What follows belongs to an exercise in optimizing a design on an open flow for small area, a short achievable clock period and few clock cycles per item; a production flow would make more cautious choices.
In this exercise RTL edits were held to simulation tests only and were not proved equivalent to the original.
No activity file was given, so power comes from the tool's default toggle rates.

## design.v

```verilog
module fesw_sched (
    input  wire        clk,
    input  wire        rst,         
    input  wire        req,         
    input  wire        req_tick,    
    input  wire        req_we,      
    input  wire [1:0]  req_size,    
    input  wire [7:0]  req_addr,    
    input  wire [31:0] req_wdata,
    output wire        ack,         
    output reg  [31:0] rdata,
    output reg         err,
    output wire        irq_disp
);
    localparam integer QCAP     = 16;
    localparam integer IW       = 4;
    localparam [31:0]  LEAD_DISP = 32'd2;
    localparam [IW:0]  QCAP_W   = QCAP;
    localparam [2:0] S_IDLE  = 3'd0,
                     S_ENQ   = 3'd1,
                     S_CAN   = 3'd2,
                     S_CANFIN = 3'd3,
                     S_ENG   = 3'd4,
                     S_ACK   = 3'd5;
    reg [2:0] state;
    reg [31:0] opa, opb;
    reg [1:0]  irq_en;
    reg [1:0]  res_status;
    reg [3:0]  res_cause;
    reg [7:0]  res_opcode;
    reg [7:0]  slot_sel;
    reg [31:0] time_q;
    reg        run;
    reg [2:0]  psc;
    reg [15:0] cmp;
    reg        armed;
    reg        cmpf;
    reg [63:0] q [0:QCAP-1];    
    reg [IW-1:0] first;
    reg          empty;
    reg [IW-1:0] free;
    reg [31:0] disp_t;
    reg [31:0] disp_ha;
    reg        dvalid;
    reg [31:0]   e_time;
    reg [15:0]   e_hand;
    reg [15:0]   e_arg;
    reg [IW-1:0] pos;         
    reg [IW-1:0] wp;          
    reg [IW:0]   left;        
    reg [IW:0]   kept;
    reg [IW:0]   ncount;
    reg          head_rm;
    function [IW-1:0] inc;
        input [IW-1:0] i;
        inc = (i == QCAP - 1) ? {IW{1'b0}} : i + 1'b1;
    endfunction
    function [IW-1:0] dec;
        input [IW-1:0] i;
        dec = (i == 0) ? QCAP - 1 : i - 1'b1;
    endfunction
    function at_or_after;
        input [31:0] a;
        input [31:0] b;
        reg   [31:0] d;
        begin
            d = a - b;
            at_or_after = ~d[31];
        end
    endfunction
    wire [31:0] lead_enq = {29'd0, psc} + 32'd3;
    function [15:0] arm_target;
        input [31:0] t;
        input [31:0] now;
        input [31:0] lead;
        reg   [31:0] soon;
        begin
            soon = now + lead;
            arm_target = at_or_after(t, soon) ? t[15:0] : soon[15:0];
        end
    endfunction
    wire full = !empty && (first == free);
    wire [IW:0] count = empty ? {(IW+1){1'b0}} :
                        full  ? QCAP_W :
                        {1'b0, free - first};
    wire [63:0] slot_e = q[slot_sel[IW-1:0]];
    wire        slot_ok = (slot_sel < QCAP);
    reg [31:0] rd_val;
    always @(*) begin
        case (req_addr)
            8'h00: rd_val = 32'h464C4B01;
            8'h04: rd_val = QCAP;
            8'h0C: rd_val = {16'd0, res_opcode, res_cause, 2'b00, res_status};
            8'h10: rd_val = opa;
            8'h14: rd_val = opb;
            8'h18: rd_val = {30'd0, irq_en};
            8'h1C: rd_val = {31'd0, dvalid & irq_en[0]};
            8'h20: rd_val = time_q;
            8'h24: rd_val = {23'd0, full, empty, dvalid, cmpf, armed, psc, run};
            8'h28: rd_val = {8'd0, 3'd0, count, 4'd0, free, empty ? 8'hFF : {4'd0, first}};
            8'h2C: rd_val = {16'd0, cmp};
            8'h30: rd_val = disp_t;
            8'h34: rd_val = disp_ha;
            8'h38: rd_val = {24'd0, slot_sel};
            8'h3C: rd_val = slot_ok ? slot_e[63:32] : 32'd0;
            8'h40: rd_val = slot_ok ? slot_e[31:0] : 32'd0;
            default: rd_val = 32'd0;
        endcase
    end
    wire [31:0] w      = req_wdata;
    wire [7:0]  opcode = w[7:0];
    wire        op_known = (opcode >= 8'h01) && (opcode <= 8'h08);
    wire        fmt_h    = (opcode == 8'h04) || (opcode == 8'h05) || (opcode == 8'h06);
    wire        fmt_p    = (opcode == 8'h01);
    wire        rsv_bad  = fmt_h ? (w[15:8] != 8'd0) :
                           fmt_p ? (w[31:11] != 21'd0) :
                                   (w[31:8] != 24'd0);
    wire        psc_bad  = fmt_p && ((w[10:8] == 3'd0) || (w[10:8] > 3'd5));
    wire        bus_bad  = (req_size != 2'd2) || (req_addr[1:0] != 2'b00);
    wire [IW-1:0] pos_dec = dec(pos);
    wire [63:0]   q_prev  = q[pos_dec];      
    wire [63:0]   q_rd    = q[pos];          
    wire [63:0]   q_first = q[first];
    wire [IW-1:0] first_inc = inc(first);
    wire [63:0]   q_next  = q[first_inc];
    wire [31:0]   time_inc = time_q + 32'd1;
    wire [31:0]   enq_t    = (opcode == 8'h05) ? time_q + opa : opa;
    assign ack      = (state == S_ACK);
    assign irq_disp = dvalid & irq_en[0];
    always @(posedge clk) begin
        if (rst) begin
            state      <= S_IDLE;
            opa        <= 32'd0;
            opb        <= 32'd0;
            irq_en     <= 2'd0;
            res_status <= 2'd0;
            res_cause  <= 4'd0;
            res_opcode <= 8'd0;
            slot_sel   <= 8'd0;
            time_q     <= 32'd0;
            run        <= 1'b0;
            psc        <= 3'd0;
            cmp        <= 16'd0;
            armed      <= 1'b0;
            cmpf       <= 1'b0;
            first      <= {IW{1'b0}};
            empty      <= 1'b1;
            free       <= {IW{1'b0}};
            disp_t     <= 32'd0;
            disp_ha    <= 32'd0;
            dvalid     <= 1'b0;
            rdata      <= 32'd0;
            err        <= 1'b0;
        end else begin
            case (state)
            S_IDLE: if (req) begin
                rdata <= 32'd0;
                err   <= 1'b0;
                state <= S_ACK;
                if (req_tick) begin
                    if (run) begin
                        time_q <= time_inc;
                        if (armed && time_inc[15:0] == cmp)
                            cmpf <= 1'b1;
                        state <= S_ENG;
                    end
                end else if (bus_bad) begin
                    err <= 1'b1;
                end else if (!req_we) begin
                    rdata <= rd_val;
                end else begin
                    case (req_addr)
                    8'h10: opa      <= req_wdata;
                    8'h14: opb      <= req_wdata;
                    8'h18: irq_en   <= req_wdata[1:0];
                    8'h38: slot_sel <= req_wdata[7:0];
                    8'h08: begin
                        res_opcode <= opcode;
                        res_cause  <= 4'd0;
                        res_status <= 2'd0;
                        state      <= S_ENG;
                        if (!op_known) begin
                            res_status <= 2'd2;
                            res_cause  <= 4'd1;
                        end else if (rsv_bad) begin
                            res_status <= 2'd2;
                            res_cause  <= 4'd2;
                        end else if (psc_bad) begin
                            res_status <= 2'd2;
                            res_cause  <= 4'd3;
                        end else begin
                            case (opcode)
                            8'h01: begin             
                                psc <= w[10:8];
                                run <= 1'b1;
                            end
                            8'h02: run <= 1'b0;      
                            8'h03: begin             
                                empty <= 1'b1;
                                free  <= {IW{1'b0}};
                                armed <= 1'b0;
                                cmpf  <= 1'b0;
                            end
                            8'h04, 8'h05: begin      
                                e_time <= enq_t;
                                e_hand <= w[31:16];
                                e_arg  <= opb[15:0];
                                if (full) begin
                                    res_status <= 2'd1;
                                end else if (empty) begin
                                    q[free] <= {enq_t, w[31:16], opb[15:0]};
                                    first   <= free;
                                    empty   <= 1'b0;
                                    free    <= inc(free);
                                    cmp     <= arm_target(enq_t, time_q, lead_enq);
                                    armed   <= 1'b1;
                                end else begin
                                    pos   <= free;
                                    state <= S_ENQ;
                                end
                            end
                            8'h06: begin             
                                e_hand <= w[31:16];
                                if (empty) begin
                                    res_status <= 2'd1;
                                end else begin
                                    head_rm <= (q_first[31:16] == w[31:16]);
                                    pos     <= first;
                                    wp      <= first;
                                    left    <= count;
                                    ncount  <= count;
                                    kept    <= {(IW+1){1'b0}};
                                    state   <= S_CAN;
                                end
                            end
                            8'h07: begin             
                                if (!dvalid) begin
                                    res_status <= 2'd1;
                                end else begin
                                    dvalid <= 1'b0;
                                    cmpf   <= 1'b1;
                                end
                            end
                            default: begin           
                                time_q <= opa;
                            end
                            endcase
                        end
                    end
                    default: ;
                    endcase
                end
            end
            S_ENQ: begin
                if (at_or_after(e_time, q_prev[63:32])) begin
                    q[pos] <= {e_time, e_hand, e_arg};
                    free   <= inc(free);
                    if (pos == first) begin
                        cmp   <= arm_target(e_time, time_q, lead_enq);
                        armed <= 1'b1;
                    end
                    state <= S_ENG;
                end else begin
                    q[pos] <= q_prev;
                    pos    <= pos_dec;
                    if (pos_dec == first) begin
                        q[pos_dec] <= {e_time, e_hand, e_arg};
                        free       <= inc(free);
                        cmp        <= arm_target(e_time, time_q, lead_enq);
                        armed      <= 1'b1;
                        state      <= S_ENG;
                    end
                end
            end
            S_CAN: begin
                if (left == 0) begin
                    free  <= wp;
                    state <= S_CANFIN;
                    if (kept == 0)
                        empty <= 1'b1;
                end else begin
                    if (q_rd[31:16] != e_hand) begin
                        q[wp] <= q_rd;
                        wp    <= inc(wp);
                        kept  <= kept + 1'b1;
                    end
                    pos  <= inc(pos);
                    left <= left - 1'b1;
                end
            end
            S_CANFIN: begin
                if (head_rm) begin
                    if (empty) begin
                        armed <= 1'b0;
                        cmpf  <= 1'b0;
                    end else begin
                        cmp   <= arm_target(q_first[63:32], time_q, lead_enq);
                        armed <= 1'b1;
                    end
                end
                res_status <= (kept < ncount) ? 2'd0 : 2'd1;
                state      <= S_ENG;
            end
            S_ENG: begin
                if (cmpf && !dvalid) begin
                    cmpf <= 1'b0;
                    if (!empty && at_or_after(time_q, q_first[63:32])) begin
                        disp_t  <= q_first[63:32];
                        disp_ha <= q_first[31:0];
                        dvalid  <= 1'b1;
                        first   <= first_inc;
                        if (first_inc == free) begin
                            empty <= 1'b1;
                            armed <= 1'b0;
                        end else begin
                            cmp   <= arm_target(q_next[63:32], time_q, LEAD_DISP);
                            armed <= 1'b1;
                        end
                    end
                end
                state <= S_ACK;
            end
            default: state <= S_IDLE;    
            endcase
        end
    end
endmodule
```

## constraint.sdc

```tcl
create_clock -name core_clock -period 10.0 [get_ports {clk}]
set_input_delay 2.0000 -clock core_clock [delete_from_list [all_inputs] [get_ports {clk}]]
set_output_delay 2.0000 -clock core_clock [all_outputs]
set_load 0.01 [all_outputs]
```

## run.sh

```bash
#!/bin/bash
# synth_recipe.tcl (not shown) runs the flow's synth.tcl, then flattens the netlist and writes it again
# the make line also repeats each setting of config.mk as NAME=value (left out here)
make -C /OpenROAD-flow-scripts/flow DESIGN_CONFIG=/design/flow/config.mk WORK_HOME=/design/flow/orfs CLKGATE_MAP_FILE= SYNTH_SCRIPT=/design/flow/synth_recipe.tcl finish
```

## config.mk

```make
export PLATFORM = sky130hd
export DESIGN_NAME = fesw_sched
export DESIGN_NICKNAME = fesw_sched
export VERILOG_FILES = /design/flow/design.v
export SDC_FILE = /design/flow/constraint.sdc
export NUM_CORES = 4
export LEC_CHECK = 0
export CAP_MARGIN = 20
export CORE_MARGIN = 2
export CORE_UTILIZATION = 40
export SLEW_MARGIN = 20
```

==> metrics.cfg <==
[die]
die_w_microns=517
start_util=0.402
dieArea_sq_um=267000
rows=188
io_pins=82
die_h_microns=517
design.core.area_sq_um=262000

[synth]
synth_seq_cells=1374
netlist_area_sq_um=105000
ys_top_cells_by_count=1320 x mux4_2, 1112 x edfxtp_1, 791 x nand2_1, 683 x nor2_1, 606 x a21oi_1
ys.flop_type=edfxtp_1
yosysTopAreaCellShare=0.318
synth_cell_types=113
syn-instance-count=8774
synth_area_leaders=edfxtp_1 32%, mux4_2 28%, dfxtp_1 5.0%
yosysTopAreaCell=edfxtp_1
ys_warn_count=1
synth.most_common_cell=mux4_2
synthArstFlopShare=0
synth_edf_count=1112
seq_area_frac_synth=0.368
syn_area_per_cell_sq_um=12.0
syn-num-nets=9060

[cells_and_area]
final_layout_size_suffix_gt1_frac=0.271
final_nets=8678
area_delta_synth_final_pct=9.86

[worst_setup_path]
crit_arrival_ps=9820
required_ps=10620
critical-path-top-delay-family=simple AND/OR/NAND/NOR gates
rr_startpoint=pos[1]
worstSetupEndpointType=register
cp.depth=18
cpPeakStageDelay_ps=840
startpoint=pos[1]
worst-r2r-cell-count=18
r2r-end=q[10][58]
path_cells=inv_1 > ha_4 > nor3b_4 > nor2_4 > buf_12 > mux4_2 > o221ai_1 > ha_1 > nand4_1 > nor4_1 > nand3_1 > nor3_1 > o31a_1 > nor3_4 > nor2_4 > nand4_1 > buf_4 > mux2_1
worst_setup_path_start_kind=register
critPathSlowestCell=o221ai_1
reg2reg_slack_ps=800
worstSetupEndpoint=q[10][58]
crit_fanout=40
worst-path-buf-inv=3
criticalPathCategory=register to register

[sta]
fmax_ghz=0.109
worst_pin_slew_ps=1350
finClkSkew_ps=81.7
period_needed_ps=9200
fin_setup_tns_ps=0
rsz0062_at_grt=no
maxSlewViolCount=0
finalSetupViolCount=0
slew-limit-headroom=0.0958
period_share=0.920
hold_violations=0

[status]
status=no timing/DRC/antenna violations

[clock_network]
ctsRootBufferMaster=clkbuf_16
cts_buffers=166
clk_pin_slew_ps=60
cts_tree=built
cts.path.max_buffers=3
cts-resized-gates=0
clk_latency_ps=890
htree_levels=4
cts.sinks=1374
cts_hold_buf=0
post_cts_buffers=0

[place]
dp_hpwl_mm=307
gp_congestion=1.01
place.port_buffers=81

[run]
cap_violations=0

[detailed_routing]
finalWirelength_mm=478
vias=89800
drtIter0Drc=16500
vias_per_cell=7.43
wl_per_cell_microns=39.6
drt_pass1_iterations=10
drc=0
ant_nets=0

[global_routing]
grt_pass1_vias=84300
grt_start_max_net_pins=108
grt_usage=0.352
grt_overflow=0
antenna_found_initial=28
grt_pass1_wl_mm=665

[pwr]
ir_worst_vdd_mv=0.181
p_per_area_nw_per_um2=121
power_mw=14.0
p_leak_nw=38.6

[hold_path]
min_path_type=register to register

==> sequential cells by signal, indices dropped and copies added (netlist names), 16 cells and up, named ones only <==
signal   flops
cmp         16
e_arg       16
rdata       32
q         1024
time_q      32
opa         32
disp_t      32
e_time      32
e_hand      16
disp_ha     32
opb         32
==> area by class of cell <==
| cell class | count | area (sq um) |
|---|---|---|
| Antenna cell | 38 | 95.1 |
| Clock buffer | 197 | 4380 |
| Clock inverter | 106 | 1000 |
| Fill cell | 23600 | 146000 |
| Inverter | 124 | 465 |
| Multi-Input combinational cell | 6304 | 62700 |
| Sequential cell | 1374 | 38700 |
| Tap cell | 3515 | 4400 |
| Timing Repair Buffer | 422 | 3800 |
==> tightest hold or removal path: stages (launching register included) <==
cell and delay (ps):
dfxtp_1 310, nand2_1 50, a21oi_1 50
==> routing by layer <==
layer	GRT usage	wire length (microns)
met1	0.424	158000
met2	0.503	201000
met3	0.165	82000
met4	0.228	36800
met5	0.00108	306
==> worst min path at each step <==
| stage | start | endpoint | slack, ps | depth (start not counted) |
|---|---|---|---|---|
| after floorplan | opb[17] | opb[17] | 440 | 2 |
| after global placement | opb[31] | opb[31] | 440 | 2 |
| after detailed placement | rdata[4] | rdata[4] | 450 | 2 |
| after CTS | rdata[4] | rdata[4] | 460 | 2 |
| after global routing | rdata[4] | rdata[4] | 470 | 2 |
| final | rdata[4] | rdata[4] | 450 | 2 |
==> cell families after synthesis <==
family / share of synthesized area
AOI/OAI and AO/OA: 0.123
muxes: 0.337
buffers and inverters: 0.0427
xor gates and xnor gates: 0.0142
adders and majority gates: 0.0287
and+or+nand+nor: 0.0870
DFF: 0.368
==> power breakdown <==
part | internal (mW) | switching (mW) | leakage [nW]
combinational | 0.608 | 0.944 | 23.5
sequential | 6.23 | 0.0717 | 12.5
clock | 3.38 | 2.79 | 2.60
total | 10.2 | 3.81 | 38.6
==> through the flow <==
stage / hold WS, ps / instances / utilization / setup slack (ps) / instance area [sq um]
after floorplan: 436 / 8774 / - / 106 / 105000
after global placement: 441 / 11700 / 0.420 / 1280 / 110000
after detailed placement: 446 / 11700 / 0.420 / 1200 / 110000
after CTS: 455 / 12000 / 0.440 / 1140 / 115000
after global routing: 469 / 12000 / 0.441 / 758 / 115000
final: 454 / 12100 / 0.441 / 800 / 115000
==> layout by cell type (no fill, tap or decap), types with 54 or more instances in the layout <==
master	count
inv_1	121
o21ai_0	176
a31oi_1	127
o211ai_1	54
a21oi_1	600
edfxtp_1	1112
nand3_1	93
o21ai_1	296
a211oi_1	60
nand4_1	118
ha_1	234
nand2_1	788
xnor2_1	102
mux2_2	209
xor2_1	59
clkdlybuf4s50_1	79
dfxtp_1	250
nor3_1	75
mux2_1	169
clkbuf_16	169
a22oi_1	142
mux4_2	1320
mux2i_1	140
nor2_1	670
buf_4	303
Testbench counts, summed over its fixed seeds: cycles 287,844, steps 96,000.

what the ideal ports hide:
In the flow no input, the clock included, has a driving cell. The finished layout below was timed again as built, in two steps.
Step 1 (the two cells are an assumption about what drives the block):
set clk [get_ports {clk}]
set_driving_cell -lib_cell sky130_fd_sc_hd__clkbuf_16 $clk
set_driving_cell -lib_cell sky130_fd_sc_hd__buf_2 [delete_from_list [all_inputs] $clk]
Step 2 moves the port delays by t, midway between the first and last clock arrival at a register: inputs arrive t later, outputs are due t later. That takes back most of the time a late clock gives input paths.
Slacks: no drivers / after step 1 / after step 2; pairs: no drivers / after step 1.
t, ns: 0.955
slack for setup (ns): 0.800 / 0.800 / 0.800
worst setup path at the end: register to register
slew at the worst register clock pin (ns): 0.07 / 0.07
worst slew at a driven data input, ns: 0.09
After both steps this run still meets setup and hold. For this run, drivers alone change the setup slack by 0.000 ns; drivers and shift together by 0.000 ns.
